Background: an optimization exercise with open tools, aiming at small area, a short achievable clock period and few clock cycles per item. Do not read the settings as production practice. RTL that was checked went through simulation tests only; none was proved equivalent to the original. No activity file was given, so power comes from the tool's default toggle rates.

==> flow/design.v (excerpt) <==
module bms_encoder (
    input  wire        clk,
    input  wire        rst,
    input  wire [7:0]  a_local,
    input  wire        req_valid,
    output wire        req_ready,
    input  wire [2:0]  req_kind,
    input  wire [31:0] req_x0,
    input  wire [31:0] req_x1,
    input  wire [31:0] req_x2,
    input  wire [31:0] req_x3,
    input  wire [31:0] req_x4,
    input  wire [7:0]  req_u0,
    input  wire [7:0]  req_u1,
    input  wire [55:0] req_bitmap,
    output reg         out_valid,
    input  wire        out_ready,
    output reg         out_err,
    output wire [7:0]  out_err_idx,
    output wire [31:0] out_id,
    output wire [63:0] out_data
);
==> flow/config.mk <==
export PLATFORM = sky130hd
export DESIGN_NAME = bms_encoder
export DESIGN_NICKNAME = bms_encoder
export VERILOG_FILES = /design/flow/design.v
export SDC_FILE = /design/flow/constraint.sdc
export NUM_CORES = 4
export LEC_CHECK = 0
export CAP_MARGIN = 20
export CORE_MARGIN = 2
export CORE_UTILIZATION = 40
export SLEW_MARGIN = 20
==> flow/constraint.sdc <==
create_clock -name core_clock -period 12.0 [get_ports {clk}]
set_input_delay 2.4000 -clock core_clock [delete_from_list [all_inputs] [get_ports {clk}]]
set_output_delay 2.4000 -clock core_clock [all_outputs]
set_load 0.01 [all_outputs]
standard.sh (not shown) runs the stock make flow with config.mk's settings and CLKGATE_MAP_FILE= SYNTH_SCRIPT=/design/flow/synth_recipe.tcl, a recipe that flattens the netlist after the stock synthesis.
==> flow/flow/run.sh <==
#!/bin/bash
# Standard layout, with plain buf_2 cells as the port buffers and timing
# repair aimed at a setup slack of 6 ns.
set -euo pipefail
export BUFFER_PORTS_ARGS="-buffer_cell sky130_fd_sc_hd__buf_2"
export SETUP_SLACK_MARGIN=6
bash standard.sh > standard.log 2>&1
==> next run, changes <==
==> flow/flow/run.sh (replaced) <==
#!/bin/bash
# Standard layout, with plain buf_2 cells as the port buffers and timing
# repair aimed at a setup slack of 5.5 ns.
set -euo pipefail
export BUFFER_PORTS_ARGS="-buffer_cell sky130_fd_sc_hd__buf_2"
export SETUP_SLACK_MARGIN=5.5
bash standard.sh > standard.log 2>&1
=> Synthesized cell count does not change. Routed wire length shrinks by 1.8%. Clock skew goes down by 3.3 ps. Design area decreases by 2.8%. Setup slack got worse by 390 ps. Fmax came out lower by 6.2%. Register-to-register slack improves by 60 ps. Count of clock-buffer cells in the layout goes up by 1.
Function was not checked in any run of this note: the RTL went through the layout flow alone.

---

JK:
bms_encoder, a different RTL version from the one above (not shown whole).
Size in the first run: ~2,000 cells after synthesis, ~78 flip-flops, about 350 I/O pins.
Settings: LEC_CHECK=0, CAP_MARGIN=20, CORE_MARGIN=2, CORE_UTILIZATION=40, SLEW_MARGIN=20; clock period 12.0 ns.
==> flow/flow/run.sh <==
#!/bin/bash
# Standard layout, with plain buf_2 cells as the port buffers and timing
# repair aimed at a setup slack of 6.4 ns.
set -euo pipefail
export BUFFER_PORTS_ARGS="-buffer_cell sky130_fd_sc_hd__buf_2"
export SETUP_SLACK_MARGIN=6.4
bash standard.sh > standard.log 2>&1
Testbench counts of JK, summed over its fixed seeds: cycles 16,008, items 16,000.
> inputs changed (JK -> MS)
- swapping 20 for 10 in CAP_MARGIN
- swapping 20 for 10 in SLEW_MARGIN
- putting CTS_BUF_LIST at sky130_fd_sc_hd__clkbuf_4 sky130_fd_sc_hd__clkbuf_8 where nothing was set
==> flow/flow/run.sh <==
#!/bin/bash
# Standard layout, with plain buf_1 cells as the port buffers and timing
# repair aimed at a setup slack of 6.4 ns.
set -euo pipefail
export BUFFER_PORTS_ARGS="-buffer_cell sky130_fd_sc_hd__buf_1"
export SETUP_SLACK_MARGIN=6.4
bash standard.sh > standard.log 2>&1
[summary]
- Diff JK -> MS | proportion of cell area occupied by registers | increase of 0.34 points
- MS vs JK: number of diodes down
- Slowest library cell on the worst path: sky130_fd_sc_hd__nand2b_4 -> JK, sky130_fd_sc_hd__fa_1 -> MS
- MS vs JK — met1 usage dropped 0.16 points.
[inputs] AL vs MS
- swapping 10 for 20 in SLEW_MARGIN
- swapping 10 for 20 in CAP_MARGIN
- clearing CTS_BUF_LIST, which used to be sky130_fd_sc_hd__clkbuf_4 sky130_fd_sc_hd__clkbuf_8
diff --git a/flow/flow/run.sh b/flow/flow/run.sh
--- a/flow/flow/run.sh
+++ b/flow/flow/run.sh
@@ -3 +3 @@
-# repair aimed at a setup slack of 6.4 ns.
+# repair aimed at a setup slack of 6.5 ns on the worst 20% of endpoints.
@@ -6 +6,2 @@
-export SETUP_SLACK_MARGIN=6.4
+export SETUP_SLACK_MARGIN=6.5
+export TNS_END_PERCENT=20
### Flow results
AL — met1 track demand over resource in global routing 0.49 points lower, MS as reference
In AL, final critical path time including I/O delays and setup is lower than in MS.
Filler-free cell count of the finished design sits higher in AL than in MS.
Fmax: AL vs MS — no meaningful difference
Comparing share of final layout cell area taken by non-clock buffers for MS and AL, the bigger number came from AL.
Taking AL over MS, the maximum number of pins on one net before global-route repair ratio works out to 0.60.
The clock power share reported for AL is greater than that of MS by 2.5 points.
Overall power after layout up about 4.6% in AL wrt MS
The number of non-clock buffers of AL is higher than that of MS.
Relative to AL, the following input files were edited for TR:
==> flow/flow/run.sh <==
#!/bin/bash
# Standard layout, with plain buf_2 cells as the port buffers and timing
# repair aimed at a setup slack of 6.2 ns.
set -euo pipefail
export BUFFER_PORTS_ARGS="-buffer_cell sky130_fd_sc_hd__buf_2"
export SETUP_SLACK_MARGIN=6.2
bash standard.sh > standard.log 2>&1
Results
- Comparing initial antenna violation count for AL and TR, the smaller number came from AL.
- Taking AL as the reference, in TR combinational power share now smaller; setup slack moved down; fill cell total of the finished layout lower.
- Changes observed in TR relative to AL: global-route wire length before repair rose by about 1.3%, total power went up.
Here is what was changed in the inputs of PW compared with TR.
==> flow/flow/run.sh <==
#!/bin/bash
# Standard layout, with plain buf_1 cells as the port buffers and timing
# repair aimed at a setup slack of 6.4 ns.
set -euo pipefail
export BUFFER_PORTS_ARGS="-buffer_cell sky130_fd_sc_hd__buf_1"
export SETUP_SLACK_MARGIN=6.4
bash standard.sh > standard.log 2>&1
## What came out
Proportion of total power due to net switching up 0.78 points in PW wrt TR. In PW, total routed wire length on the met1 layer is lower than in TR. Between TR and PW, the portion of the clock cycle consumed by the worst path in the final layout is lower for PW. Compared to TR, PW leaves more free space in the core. Against TR, clock-net power in PW fell by a few percent. In the tables for TR and PW, clock network fraction of total power reads lower with PW. Measured against each other, TR and PW differ in maximum frequency, the lower figure coming from TR. Compared to TR, PW has static leakage about 9% lower. Between TR and PW, the synthesis-to-layout area growth is higher for TR. Sort TR and PW by worst-margin pin slew, ascending, and PW comes first.

---

bms_encoder, a different RTL version from the one above (not shown whole).
Size in the first run: ~2200 cells after synthesis, ~69 flip-flops.
clock: 12.0 ns
lec_check: 0
cap_margin: 20
core_margin: 2
core_utilization: 40
slew_margin: 20
==> flow/flow/run.sh <==
#!/bin/bash
# Standard layout, with plain buf_2 cells as the port buffers and timing
# repair aimed at a setup slack of 6 ns.
set -euo pipefail
export BUFFER_PORTS_ARGS="-buffer_cell sky130_fd_sc_hd__buf_2"
export SETUP_SLACK_MARGIN=6
bash standard.sh > standard.log 2>&1
Testbench counts at the start, summed over its fixed seeds: cycles 16,008, items 16,000.
Next try:
==> flow/flow/run.sh (replaced) <==
#!/bin/bash
# Standard layout, with plain buf_2 cells as the port buffers and timing
# repair aimed at a setup slack of 5 ns.
set -euo pipefail
export BUFFER_PORTS_ARGS="-buffer_cell sky130_fd_sc_hd__buf_2"
export SETUP_SLACK_MARGIN=5
bash standard.sh > standard.log 2>&1
What happened: Cell area fell by 13%. Core utilization fell by 6.6 points. Setup slack degrades by 0.088 ns. Final cell count fell by 3.3%. Register-to-register slack degrades by 0.27 ns. Die area does not change. Non-clock buffer count fell by 102. Fmax fell by 1.3%. Area after synthesis is unchanged. Sequential share of layout area rose by 1.3 points.

---

The RTL this note starts from:
==> flow/design.v <==
module bms_scale #(
    parameter integer XLO = -2147549,
    parameter integer XHI = 2147483
) (
    input  wire [31:0] x,
    output wire        ok
);
    assign ok = ($signed(x) >= XLO) && ($signed(x) <= XHI);
endmodule
module bms_u8 (
    input  wire [31:0] x,
    output wire [7:0]  q
);
    wire [7:0] a = x[15:8];
    wire [7:0] b = x[7:0];
    wire borrow = (a >= b) && (x[15:0] != 16'd0);
    assign q = x[31] ? 8'd0 : x[16] ? 8'hff : a - {7'd0, borrow};
endmodule
module bms_seg #(
    parameter integer W = 42
) (
    input  wire [31:0]   x,
    input  wire          h,
    output wire [15:0]   lo,
    output wire          go,
    output wire          ca,
    output wire [W-33:0] hi
);
    wire        neg = x[31];
    wire [41:0] xs  = {{10{neg}}, x};
    wire [41:0] t10 = xs << 10, t7 = xs << 7, t3 = xs << 3, t2 = xs << 2;
    wire [41:0] a  = {t10[41:32], h ? t7[31:0] : t10[31:0]};
    wire [41:0] c  = {t3[41:32],  h ? t2[31:0] : t3[31:0]};
    wire [41:0] b5 = xs << 5;                  
    wire [41:0] an = ~a, cn = ~c;
    wire [41:0] sn = an ^ b5 ^ cn;
    wire [40:0] kn = (an[40:0] & b5[40:0]) | (an[40:0] & cn[40:0]) | (b5[40:0] & cn[40:0]);
    wire [41:0] kp = {kn, 1'b1};
    wire [17:0] m   = {1'b0, sn[15:0], 1'b1}  + {1'b0, kp[15:0], 1'b1};
    wire [17:0] mid = {1'b0, sn[31:16], !neg} + {1'b0, kp[31:16], !neg};
    assign ca = !m[17] || (!neg && ((sn[15:0] ^ kp[15:0]) == 16'hffff));
    assign lo = ~mid[16:1];
    assign go = !mid[17];
    generate
        if (W > 32) begin : g_hi
            wire [W-32:0] t = {sn[W-1:32], 1'b1} + {kp[W-1:32], 1'b1};
            assign hi = ~t[W-32:1];
        end
    endgenerate
endmodule
module bms_encoder (
    input  wire        clk,
    input  wire        rst,
    input  wire [7:0]  a_local,
    input  wire        req_valid,
    output wire        req_ready,
    input  wire [2:0]  req_kind,
    input  wire [31:0] req_x0,
    input  wire [31:0] req_x1,
    input  wire [31:0] req_x2,
    input  wire [31:0] req_x3,
    input  wire [31:0] req_x4,
    input  wire [7:0]  req_u0,
    input  wire [7:0]  req_u1,
    input  wire [55:0] req_bitmap,
    output reg         out_valid,
    input  wire        out_ready,
    output reg         out_err,
    output wire [7:0]  out_err_idx,
    output wire [31:0] out_id,
    output wire [63:0] out_data
);
    wire k_va  = !req_kind[2] && !req_kind[0];           
    wire k_st  = req_kind == 3'd1;                       
    wire k_vc  = req_kind == 3'd3;                       
    wire k_tp  = req_kind == 3'd4;                       
    wire k_ch  = k_vc || k_tp;                           
    wire k_bal = req_kind == 3'd5;                       
    wire        h = req_kind[2];
    wire [15:0] lo0, lo1, lo2;
    wire [9:0]  hi0, hi1;
    wire        go0, go1, go2;
    wire        c0, c1, c2;
    bms_seg #(.W(42)) u_s0 (.x(req_x0), .h(h), .lo(lo0), .go(go0), .ca(c0), .hi(hi0));
    bms_seg #(.W(42)) u_s1 (.x(req_x1), .h(h), .lo(lo1), .go(go1), .ca(c1), .hi(hi1));
    wire [31:0] x2c = {{6{req_x2[25]}}, req_x2[25:0]};
    bms_seg #(.W(32)) u_s2 (.x(x2c), .h(!req_kind[0]), .lo(lo2), .go(go2), .ca(c2), .hi());
    wire [7:0] q2s, q3;
    bms_u8 u_q2s (.x(req_x2), .q(q2s));
    bms_u8 u_q3  (.x(req_x3), .q(q3));
    wire [7:0] q4 = req_x4[23:16] + {7'd0, req_x4[31] && (req_x4[15:0] != 16'd0)};
    wire ok0k, ok1k, ok2k, ok0h, ok1h, ok2h, ok2s, ok3s, ok4;
    bms_scale #(.XLO(-2147549),  .XHI(2147483))  u_ok0k (.x(req_x0), .ok(ok0k));
    bms_scale #(.XLO(-2147549),  .XHI(2147483))  u_ok1k (.x(req_x1), .ok(ok1k));
    bms_scale #(.XLO(-2147549),  .XHI(2147483))  u_ok2k (.x(req_x2), .ok(ok2k));
    bms_scale #(.XLO(-21475491), .XHI(21474836)) u_ok0h (.x(req_x0), .ok(ok0h));
    bms_scale #(.XLO(-21475491), .XHI(21474836)) u_ok1h (.x(req_x1), .ok(ok1h));
    bms_scale #(.XLO(-21475491), .XHI(21474836)) u_ok2h (.x(req_x2), .ok(ok2h));
    bms_scale #(.XLO(-257),      .XHI(65793))    u_ok2s (.x(req_x2), .ok(ok2s));
    bms_scale #(.XLO(-257),      .XHI(65793))    u_ok3s (.x(req_x3), .ok(ok3s));
    bms_scale #(.XLO(-8454143),  .XHI(8388607))  u_ok4  (.x(req_x4), .ok(ok4));
    wire [8:0] first = {1'b0, req_u0};
    wire [8:0] count = {1'b0, req_u1};
    wire [8:0] left = count - first;         
    wire use0 = !left[8] && (left[7:0] != 8'd0);
    wire use1 = !left[8] && (left[7:1] != 7'd0);
    wire use2 = !left[8] && ((left[7:2] != 6'd0) || (left[1:0] == 2'd3));
    wire f0 = use0 && !(h ? ok0h : ok0k);
    wire f1 = use1 && !(h ? ok1h : ok1k);
    wire f2 = use2 && !(h ? ok2h : ok2k);
    wire s_err = !ok0k || !ok1k || !ok2s || !ok3s || !ok4;
    wire [2:0] s_idx = !ok0k ? 3'd0 : !ok1k ? 3'd1 : !ok2s ? 3'd2 : !ok3s ? 3'd3 : 3'd4;
    wire       r_err = k_st ? s_err : k_ch ? (f0 || f1 || f2) : 1'b0;
    wire [2:0] r_idx = k_ch ? (f0 ? 3'd0 : f1 ? 3'd1 : 3'd2) : s_idx;
    reg [63:0] r_data;
    reg [3:0]  r_ci;
    always @(*) begin
        if (k_va) begin
            r_data = {lo0[15:10], hi0, lo0, lo1[15:10], hi1, lo1};
            r_ci   = {1'b0, c0, 1'b0, c1};
        end else if (k_st) begin
            r_data = {lo0, lo1, q2s, q3, q4, req_u0};
            r_ci   = {c0, c1, 2'b00};
        end else if (k_ch) begin
            r_data = {req_u0, req_u1,
                      use0 ? lo0 : 16'd0,
                      use1 ? lo1 : 16'd0,
                      use2 ? lo2 : 16'd0};
            r_ci   = {1'b0, use0 && c0, use1 && c1, use2 && c2};
        end else if (k_bal) begin
            r_data = {req_u0, req_bitmap};
            r_ci   = 4'd0;
        end else begin
            r_data = {req_u0, req_u1, 48'd0};
            r_ci   = 4'd0;
        end
    end
    reg [2:0]  out_kind;
    reg [2:0]  out_idx;
    reg [63:0] out_reg;
    reg [3:0]  out_ci;
    reg [1:0]  out_go;
    assign req_ready = !out_valid || out_ready;
    always @(posedge clk) begin
        if (rst) begin
            out_valid <= 1'b0;
        end else if (req_ready) begin
            out_valid <= req_valid;
        end
        if (req_ready) begin
            out_err  <= r_err;
            out_kind <= req_kind;
            out_idx  <= r_idx;
            out_reg  <= r_data;
            out_ci   <= r_ci;
            out_go   <= {go0, go1};
        end
    end
    wire o_ch = (out_kind == 3'd3) || (out_kind == 3'd4);
    assign out_err_idx = o_ch ? out_reg[63:56] + {6'd0, out_idx[1:0]} : {5'd0, out_idx};
    wire        o_va = !out_kind[2] && !out_kind[0];
    wire [15:0] l2 = out_reg[47:32] + {15'd0, out_ci[2]};
    wire [15:0] l0 = out_reg[15:0]  + {15'd0, out_ci[0]};
    wire        x2 = (&out_reg[47:32]) && out_ci[2];
    wire        x0 = (&out_reg[15:0])  && out_ci[0];
    wire        c32_0 = out_go[1] || x2;
    wire        c32_1 = out_go[0] || x0;
    wire [15:0] r3p = out_reg[63:48] + 16'd1, r1p = out_reg[31:16] + 16'd1;
    wire [9:0]  h3 = c32_0 ? r3p[9:0] : out_reg[57:48];
    wire [9:0]  h1 = c32_1 ? r1p[9:0] : out_reg[25:16];
    wire [15:0] l3 = o_va ? {{6{h3[9]}}, h3} : out_ci[3] ? r3p : out_reg[63:48];
    wire [15:0] l1 = o_va ? {{6{h1[9]}}, h1} : out_ci[1] ? r1p : out_reg[31:16];
    assign out_data = {l3, l2, l1, l0};
    reg [7:0] pt;
    always @(*) begin
        case (out_kind)
            3'd0: pt = 8'd38;
            3'd1: pt = 8'd45;
            3'd2: pt = 8'd40;
            3'd3: pt = 8'd41;
            3'd4: pt = 8'd43;
            3'd5: pt = 8'd42;
            default: pt = 8'd255;
        endcase
    end
    assign out_id = {16'h8000, pt, a_local};
endmodule
==> flow/config.mk <==
export PLATFORM = sky130hd
export DESIGN_NAME = bms_encoder
export DESIGN_NICKNAME = bms_encoder
export VERILOG_FILES = /design/flow/design.v
export SDC_FILE = /design/flow/constraint.sdc
export NUM_CORES = 4
export LEC_CHECK = 0
export CAP_MARGIN = 10
export CORE_MARGIN = 2
export CORE_UTILIZATION = 50
export CTS_BUF_LIST = sky130_fd_sc_hd__clkbuf_4 sky130_fd_sc_hd__clkbuf_8
export SLEW_MARGIN = 10
==> flow/constraint.sdc <==
create_clock -name core_clock -period 12.0 [get_ports {clk}]
set_input_delay 2.4000 -clock core_clock [delete_from_list [all_inputs] [get_ports {clk}]]
set_output_delay 2.4000 -clock core_clock [all_outputs]
set_load 0.01 [all_outputs]
==> flow/flow/run.sh <==
#!/bin/bash
# Standard layout, with plain buf_1 cells as the port buffers and timing
# repair aimed at a setup slack of 6.4 ns.
set -euo pipefail
export BUFFER_PORTS_ARGS="-buffer_cell sky130_fd_sc_hd__buf_1"
export SETUP_SLACK_MARGIN=6.4
bash standard.sh > standard.log 2>&1
Testbench counts at the start, summed over its fixed seeds: cycles 16,008, items 16,000.
Edit:
CAP_MARGIN = 5   (was 10)
CORE_UTILIZATION = 40   (was 50)
SLEW_MARGIN = 5   (was 10)
Non-clock buffer count rose by 7.
Final area went up by 1.6%.
Register-to-register slack is better by 60 ps.
Worst setup slack gets worse by 60 ps.
Power increases by 1.0%.
Edit:
CAP_MARGIN = 10   (was 5)
CORE_UTILIZATION = 60   (was 40)
SLEW_MARGIN = 10   (was 5)
Flip-flop and latch count is unchanged.
Non-clock buffer count fell by 8.
Count of clock-buffer cells in the layout goes up by 1.
Fmax came out lower slightly.
Power drops by a few percent.
Sequential power came out higher slightly.
Area after synthesis stays the same.
Worst setup slack is worse by 31 ps.
Clock power fell by a few percent.
Edit:
--- a/flow/flow/run.sh
+++ b/flow/flow/run.sh
@@ -3 +3 @@
-# repair aimed at a setup slack of 6.4 ns.
+# repair aimed at a setup slack of 6.5 ns on the worst 20% of endpoints.
@@ -6 +6,2 @@
-export SETUP_SLACK_MARGIN=6.4
+export SETUP_SLACK_MARGIN=6.5
+export TNS_END_PERCENT=20
CORE_UTILIZATION = 40   (was 60)
Global-route usage went down by 11 points.
Setup slack improved by 43 ps.
Power climbs by 3.8%.
Routed wire length came out higher by 8.4%.
Utilization fell by 21 points.
Count of clock-buffer cells in the layout went up by 1.
Edit:
==> flow/flow/run.sh (replaced) <==
#!/bin/bash
# Standard layout, with plain buf_1 cells as the port buffers and timing
# repair aimed at a setup slack of 6.4 ns.
set -euo pipefail
export BUFFER_PORTS_ARGS="-buffer_cell sky130_fd_sc_hd__buf_1"
export SETUP_SLACK_MARGIN=6.4
bash standard.sh > standard.log 2>&1
Cell count came out lower by 0.57%.
Count of clock-buffer cells in the layout shrinks by 2.
Hold slack is better by 150 ps.
Global-route usage shrinks by 0.33 points.

## port drivers added, routing unchanged
The results above use ideal ports. As a check the final layouts listed here were re-extracted and re-timed, cells and wires unchanged.
Step 1 (the two cells are an assumption about what drives the block):
set clk [get_ports {clk}]
set_driving_cell -lib_cell sky130_fd_sc_hd__clkbuf_16 $clk
set_driving_cell -lib_cell sky130_fd_sc_hd__buf_2 [delete_from_list [all_inputs] $clk]
Step 2 moves the port delays by t, midway between the first and last clock arrival at a register: inputs arrive t later, outputs are due t later. That takes back most of the time a late clock gives input paths.
a / b / c = ideal ports / drivers / drivers and shift; a / b = the first two.
run	shift t [ns]	slack for setup (ns)	worst setup path after step 2
the first run of note 1	0.397	6.039 / 5.817 / 5.420	input to register
the second run of note 1	0.394	5.644 / 5.480 / 5.086	input to register
JK	0.399	6.454 / 6.266 / 5.867	input to register
MS	0.421	6.445 / 6.210 / 5.789	input to register
AL	0.400	6.458 / 6.139 / 5.739	input to register
TR	0.393	6.285 / 6.095 / 5.702	input to register
PW	0.401	6.474 / 6.215 / 5.814	input to register
the first run of note 3	0.406	5.308 / 5.172 / 4.766	input to register
the second run of note 3	0.399	5.220 / 5.013 / 4.614	input to register
the first run of note 4	0.414	6.500 / 6.307 / 5.893	input to register
the second run of note 4	0.429	6.440 / 6.458 / 6.029	input to register
the third run of note 4	0.413	6.409 / 6.386 / 5.973	input to register
the fourth run of note 4	0.407	6.452 / 6.335 / 5.928	input to register
the fifth run of note 4	0.429	6.440 / 6.458 / 6.029	input to register
After both steps setup and hold are still met in every run listed. For AL, which loses most, drivers alone change the setup slack by -0.319 ns; drivers and shift together by -0.719 ns.
